This design comes from an exercise in tuning for small area on the open sky130 flow, not from production work.
The RTL was checked by simulation tests, not by an equivalence proof against the original design.
The flow treats the clock pin as an ideal source. Dropping or thinning the clock tree relies on that and would not hold on a real chip.
Power figures rest on the tool's default switching activity, not on a simulated workload.

build 59:
## caa
module caa (
    input  wire        clk,
    input  wire        rst,
    input  wire        cmd_valid,
    input  wire [23:0] cmd,
    output wire [15:0] cursor_o,
    output wire [15:0] csum_o,
    output wire [15:0] total_o,
    output wire [7:0]  rec_len_o,
    output wire [15:0] rec_addr_o,
    output wire [15:0] rec_csum_o,
    output wire        rec_valid_o,
    output wire [23:0] status_o,
    output wire        err_o,
    output wire [23:0] fcmd_o
);
    reg [15:0] addr_q;
    reg [15:0] csum_q;
    reg [4:0]  len_q;
    reg [4:0]  cnt_q;
    reg [1:0]  st_q;        
    reg [15:0] total_q;
    reg [4:0]  out_len_q;
    reg [15:0] out_addr_q;
    reg [15:0] out_csum_q;
    reg [2:0]  err_q;
    reg [23:0] fcmd_q;
    wire [4:0] cnt_p1, cnt_p2;
    caa_cntinc u_cnt (.cnt(cnt_q), .p1(cnt_p1), .p2(cnt_p2));
    wire nrst, fs, do_start, do_begin, do_end, do_term, do_d1, do_d2, do_cs, do_ld;
    wire s_ahold, s_chold, s_ohold, s_lhold, s_nhold;
    wire [2:0] code;
    wire [1:0] st_d;
    wire halted, in_rec, in_idle, rem0, rem1;
    caa_state u_st (
        .st_q(st_q), .err_q(err_q), .cnt_q(cnt_q), .cnt_p1(cnt_p1), .len_q(len_q),
        .halted(halted), .in_rec(in_rec), .in_idle(in_idle), .rem0(rem0), .rem1(rem1)
    );
    caa_decode u_dec (
        .rst(rst), .cmd_valid(cmd_valid), .cmd(cmd), .st_q(st_q),
        .halted(halted), .in_rec(in_rec), .in_idle(in_idle), .rem0(rem0), .rem1(rem1),
        .nrst(nrst), .fs(fs), .code(code),
        .do_start(do_start), .do_begin(do_begin), .do_end(do_end),
  ...
Size in the first run: roughly 120 flip-flops, ~0.0061 mm^2 of cells after synthesis.
clock: 5.0 ns
lec_check: 0
cap_margin: 20
core_margin: 2
core_utilization: 40
place_density: 0.8
slew_margin: 20
synth_hierarchical: 1
standard.sh (not shown) runs the stock make flow with config.mk's settings and CLKGATE_MAP_FILE= SYNTH_SCRIPT=/design/flow/synth_recipe.tcl, a recipe that flattens the netlist after the stock synthesis.
==> flow/flow/run.sh <==
#!/bin/bash
# The standard ORFS layout (standard.sh) with two changes: small port
# buffers (buf_1) and, in place of TritonCTS, the two-level clock tree of
# flow/cts_pre.tcl. ORFS writes each tool's log under orfs/logs; make's own
# output goes to standard.log.
set -e
bash standard.sh BUFFER_PORTS_ARGS="-buffer_cell sky130_fd_sc_hd__buf_1" \
  PRE_CTS_TCL="$PWD/flow/cts_pre.tcl" CTS_CLK_NET=clk CTS_K=4 \
  CTS_LEAF_BUF=sky130_fd_sc_hd__clkbuf_16 CTS_ROOT_BUF="sky130_fd_sc_hd__clkbuf_8" \
  finish > standard.log 2>&1
==> flow/flow/cts_pre.tcl <==
# Replaces TritonCTS with a two-level clock tree: the flip-flops are split by
# position into CTS_K groups (recursive median cuts), each driven by one
# CTS_LEAF_BUF placed at its group's centroid; the leaf buffers are driven by
# the clock port, or by one CTS_ROOT_BUF when CTS_ROOT_BUF is set.
proc my_split { items k } {
  # items: list of {iterm x y}; split into k groups by alternating median cuts
  if { $k <= 1 || [llength $items] <= 1 } { return [list $items] }
  set xs [lmap it $items {lindex $it 1}]
  set ys [lmap it $items {lindex $it 2}]
  set w [expr {[tcl::mathfunc::max {*}$xs] - [tcl::mathfunc::min {*}$xs]}]
  set h [expr {[tcl::mathfunc::max {*}$ys] - [tcl::mathfunc::min {*}$ys]}]
  set idx [expr {$w >= $h ? 1 : 2}]
  set sorted [lsort -integer -index $idx $items]
  set k1 [expr {$k / 2}]
  set k2 [expr {$k - $k1}]
  set n1 [expr {int(round([llength $sorted] * double($k1) / $k))}]
  set a [lrange $sorted 0 [expr {$n1 - 1}]]
  set b [lrange $sorted $n1 end]
  return [concat [my_split $a $k1] [my_split $b $k2]]
}

proc clock_tree_synthesis { args } {
  set db [ord::get_db]
  set block [ord::get_db_block]
  set clk_net [$block findNet $::env(CTS_CLK_NET)]
  set k $::env(CTS_K)
  set leaf_master [$db findMaster $::env(CTS_LEAF_BUF)]
  set items {}
  foreach it [$clk_net getITerms] {
    set inst [$it getInst]
    set bb [$inst getBBox]
    set x [expr {([$bb xMin] + [$bb xMax]) / 2}]
    set y [expr {([$bb yMin] + [$bb yMax]) / 2}]
    lappend items [list $it $x $y]
  }
  puts "my_cts: [llength $items] sinks, $k groups of $::env(CTS_LEAF_BUF)"
  set drv_net $clk_net
  if { [info exists ::env(CTS_ROOT_BUF)] && $::env(CTS_ROOT_BUF) ne "" } {
    set root [odb::dbInst_create $block [$db findMaster $::env(CTS_ROOT_BUF)] clkbuf_root]
    set root_net [odb::dbNet_create $block clknet_root]
    $root_net setSigType CLOCK
    [$root findITerm A] connect $clk_net
    [$root findITerm X] connect $root_net
    set drv_net $root_net
    set rx 0; set ry 0
  }
  set groups [my_split $items $k]
  set i 0
  set cxs {}; set cys {}
  foreach g $groups {
    set buf [odb::dbInst_create $block $leaf_master clkbuf_leaf_$i]
    set net [odb::dbNet_create $block clknet_leaf_$i]
    $net setSigType CLOCK
    set sx 0; set sy 0
    foreach it $g {
      set iterm [lindex $it 0]
      $iterm disconnect
      $iterm connect $net
      incr sx [lindex $it 1]; incr sy [lindex $it 2]
    }
    set cx [expr {$sx / [llength $g]}]
    set cy [expr {$sy / [llength $g]}]
    lappend cxs $cx; lappend cys $cy
    [$buf findITerm A] connect $drv_net
    [$buf findITerm X] connect $net
    $buf setLocation $cx $cy
    $buf setPlacementStatus PLACED
    puts "my_cts: leaf $i drives [llength $g] sinks at ($cx, $cy)"
    incr i
  }
  if { $drv_net ne $clk_net } {
    set n [llength $cxs]
    set rx [expr {int([tcl::mathop::+ {*}$cxs] / $n)}]
    set ry [expr {int([tcl::mathop::+ {*}$cys] / $n)}]
    $root setLocation $rx $ry
    $root setPlacementStatus PLACED
  }
  set_propagated_clock [all_clocks]
}
The flow did not stop early for build 59: all stages ran, and the layout cleared the timing, DRC and antenna checks.
--- input diff build 59..build 10 ---
# build 59
export LEC_CHECK = 0
export CAP_MARGIN = 20
export CORE_MARGIN = 2
export CORE_UTILIZATION = 40
export PLACE_DENSITY = 0.8
export SLEW_MARGIN = 20
export SYNTH_HIERARCHICAL = 1
create_clock -name core_clock -period 5.0 [get_ports {clk}]
# build 10
export LEC_CHECK = 0
export CAP_MARGIN = 20
export CORE_MARGIN = 2
export CORE_UTILIZATION = 40
export SLEW_MARGIN = 20
export SYNTH_HIERARCHICAL = 1
create_clock -name core_clock -period 5.0 [get_ports {clk}]
-- flow/flow/run.sh --
<<< build 59, line 8
  PRE_CTS_TCL="$PWD/flow/cts_pre.tcl" CTS_CLK_NET=clk CTS_K=4 \
  CTS_LEAF_BUF=sky130_fd_sc_hd__clkbuf_16 CTS_ROOT_BUF="sky130_fd_sc_hd__clkbuf_8" \
  finish > standard.log 2>&1
>>> build 10, line 8
  PRE_CTS_TCL="$PWD/flow/cts_pre.tcl" CTS_CLK_NET=clk CTS_K=4 \
  CTS_LEAF_BUF=sky130_fd_sc_hd__clkbuf_16 CTS_ROOT_BUF="" \
  POST_GLOBAL_ROUTE_TCL="$PWD/flow/grt_post.tcl" finish > standard.log 2>&1
==> flow/flow/grt_post.tcl (new file) <==
# Area recovery after global routing: downsize gates that are off the
# critical paths (OpenROAD's power recovery), then repair any slew or
# capacitance limit the downsizing broke, and fix timing again.
log_cmd global_route -start_incremental
log_cmd repair_timing -recover_power 100 -verbose
repair_design_helper
log_cmd detailed_placement
log_cmd global_route -end_incremental
log_cmd estimate_parasitics -global_routing
repair_timing_helper
log_cmd global_route -start_incremental
log_cmd detailed_placement
log_cmd global_route -end_incremental
log_cmd estimate_parasitics -global_routing
## What came out
- The critical path arrival number comes out lower for build 10 vs build 59.
- Row minimum setup slack after placement: build 10 higher / build 59 lower
- Build 10 vs. build 59: final cell count without fillers -0.45%, number of instances in the placed design -4, count of buffering cells on the critical path with inverters included +1, post-route minimum period +0.015 ns.
- Build 10 against build 59: number of detailed-routing iterations run before antenna repair now larger, via count now larger, worst hold slack now larger.
- Going from build 59 to build 10, the design internal power was found to have gone down by 0.018 mW.
Modified inputs, build 66 compared to build 10
-- flow/flow/run.sh --
<<< build 10, line 8
  PRE_CTS_TCL="$PWD/flow/cts_pre.tcl" CTS_CLK_NET=clk CTS_K=4 \
  CTS_LEAF_BUF=sky130_fd_sc_hd__clkbuf_16 CTS_ROOT_BUF="" \
  POST_GLOBAL_ROUTE_TCL="$PWD/flow/grt_post.tcl" finish > standard.log 2>&1
>>> build 66, line 8
  PRE_CTS_TCL="$PWD/flow/cts_pre.tcl" CTS_CLK_NET=clk CTS_K=4 \
  CTS_LEAF_BUF=sky130_fd_sc_hd__clkbuf_16 CTS_ROOT_BUF="sky130_fd_sc_hd__clkbuf_8" \
  POST_CTS_TCL="$PWD/flow/cts_post.tcl" POST_GLOBAL_ROUTE_TCL="$PWD/flow/grt_post.tcl" finish > standard.log 2>&1
==> flow/flow/cts_post.tcl (new file) <==
# Area recovery after clock tree synthesis, as after global routing.
log_cmd repair_timing -recover_power 100 -verbose
repair_design_helper
log_cmd detailed_placement
log_cmd estimate_parasitics -placement
repair_timing_helper
log_cmd detailed_placement
Notes after the runs:
Power per unit of standard cell area up about 4% in build 66 wrt build 10. Any difference in global-route usage between build 66 and build 10 is small enough to ignore. Final cell count across build 66 and build 10: no real change.
The inputs of build 88 differ from those of build 66 as listed below.
# build 66
export LEC_CHECK = 0
export CAP_MARGIN = 20
export CORE_MARGIN = 2
export CORE_UTILIZATION = 40
export SLEW_MARGIN = 20
export SYNTH_HIERARCHICAL = 1
create_clock -name core_clock -period 5.0 [get_ports {clk}]
# build 88
export LEC_CHECK = 0
export CAP_MARGIN = 20
export CORE_MARGIN = 2
export CORE_UTILIZATION = 50
export SLEW_MARGIN = 20
export SYNTH_HIERARCHICAL = 1
create_clock -name core_clock -period 5.0 [get_ports {clk}]
-- flow/flow/run.sh --
<<< build 66, line 9
  CTS_LEAF_BUF=sky130_fd_sc_hd__clkbuf_16 CTS_ROOT_BUF="sky130_fd_sc_hd__clkbuf_8" \
  POST_CTS_TCL="$PWD/flow/cts_post.tcl" POST_GLOBAL_ROUTE_TCL="$PWD/flow/grt_post.tcl" finish > standard.log 2>&1
>>> build 88, line 9
  CTS_LEAF_BUF=sky130_fd_sc_hd__clkbuf_16 CTS_ROOT_BUF="sky130_fd_sc_hd__clkbuf_8" \
  finish > standard.log 2>&1
removed: flow/flow/cts_post.tcl
removed: flow/flow/grt_post.tcl
## What came out
- When build 88 is set beside build 66, its worst-margin pin slew turns out to be 0.011 ns smaller.
- Build 88: relative contribution of combinational cells to total power is 0.6 points higher than what build 66 reported.
- Cell area reported after detailed placement ended up about 0.3% lower on build 88 than on build 66.
- Summary of build 88 over build 66: total power was more or less identical; setup slack down 0.035 ns.
- Compare build 88 and build 66 | horizontal extent of the die lower: build 88
- Going from build 66 to build 88, full die area went down about 20%; synthesized cell count held; final critical delay including setup and external delays went up 0.035 ns; number of cells on the worst hold path went up 1; via count of the routed design went down about 1.7%.
In every run of this note, the design's own scripts or RTL, not TritonCTS, make the clock network.

afterwards: timing with drivers on the ports:
Ports are ideal in the flow. The routed layouts listed here were re-timed in OpenROAD. Step 1, drivers: a clkbuf_16 drives clk and a buf_2 each remaining input, both assumed. Step 2, shift: input delay + t, output delay - t, t = (earliest + latest rising clock arrival at the registers) / 2. This alone moves slack from input paths to output paths. Slacks: no drivers / after step 1 / after step 2; pairs: no drivers / after step 1.
run | t (ns) | setup WS [ns] | hold WS [ns] | worst setup path after step 2 | worst slew at a driven data input, ns
build 59 | 0.411 | 0.152 / 0.169 / -0.242 | 0.477 / 0.477 / 0.477 | input to register | 0.04
build 10 | 0.262 | 0.137 / 0.204 / -0.057 | 0.485 / 0.485 / 0.485 | input to register | 0.05
build 66 | 0.436 | 0.203 / 0.219 / -0.217 | 0.485 / 0.485 / 0.485 | input to register | 0.05
build 88 | 0.427 | 0.168 / 0.180 / -0.247 | 0.478 / 0.478 / 0.478 | input to register | 0.04
Met with ideal ports but missed after step 2: setup timing in every run listed. The setup slack of build 66, which loses most, moves by +0.016 ns with the drivers and by -0.420 ns with both steps.
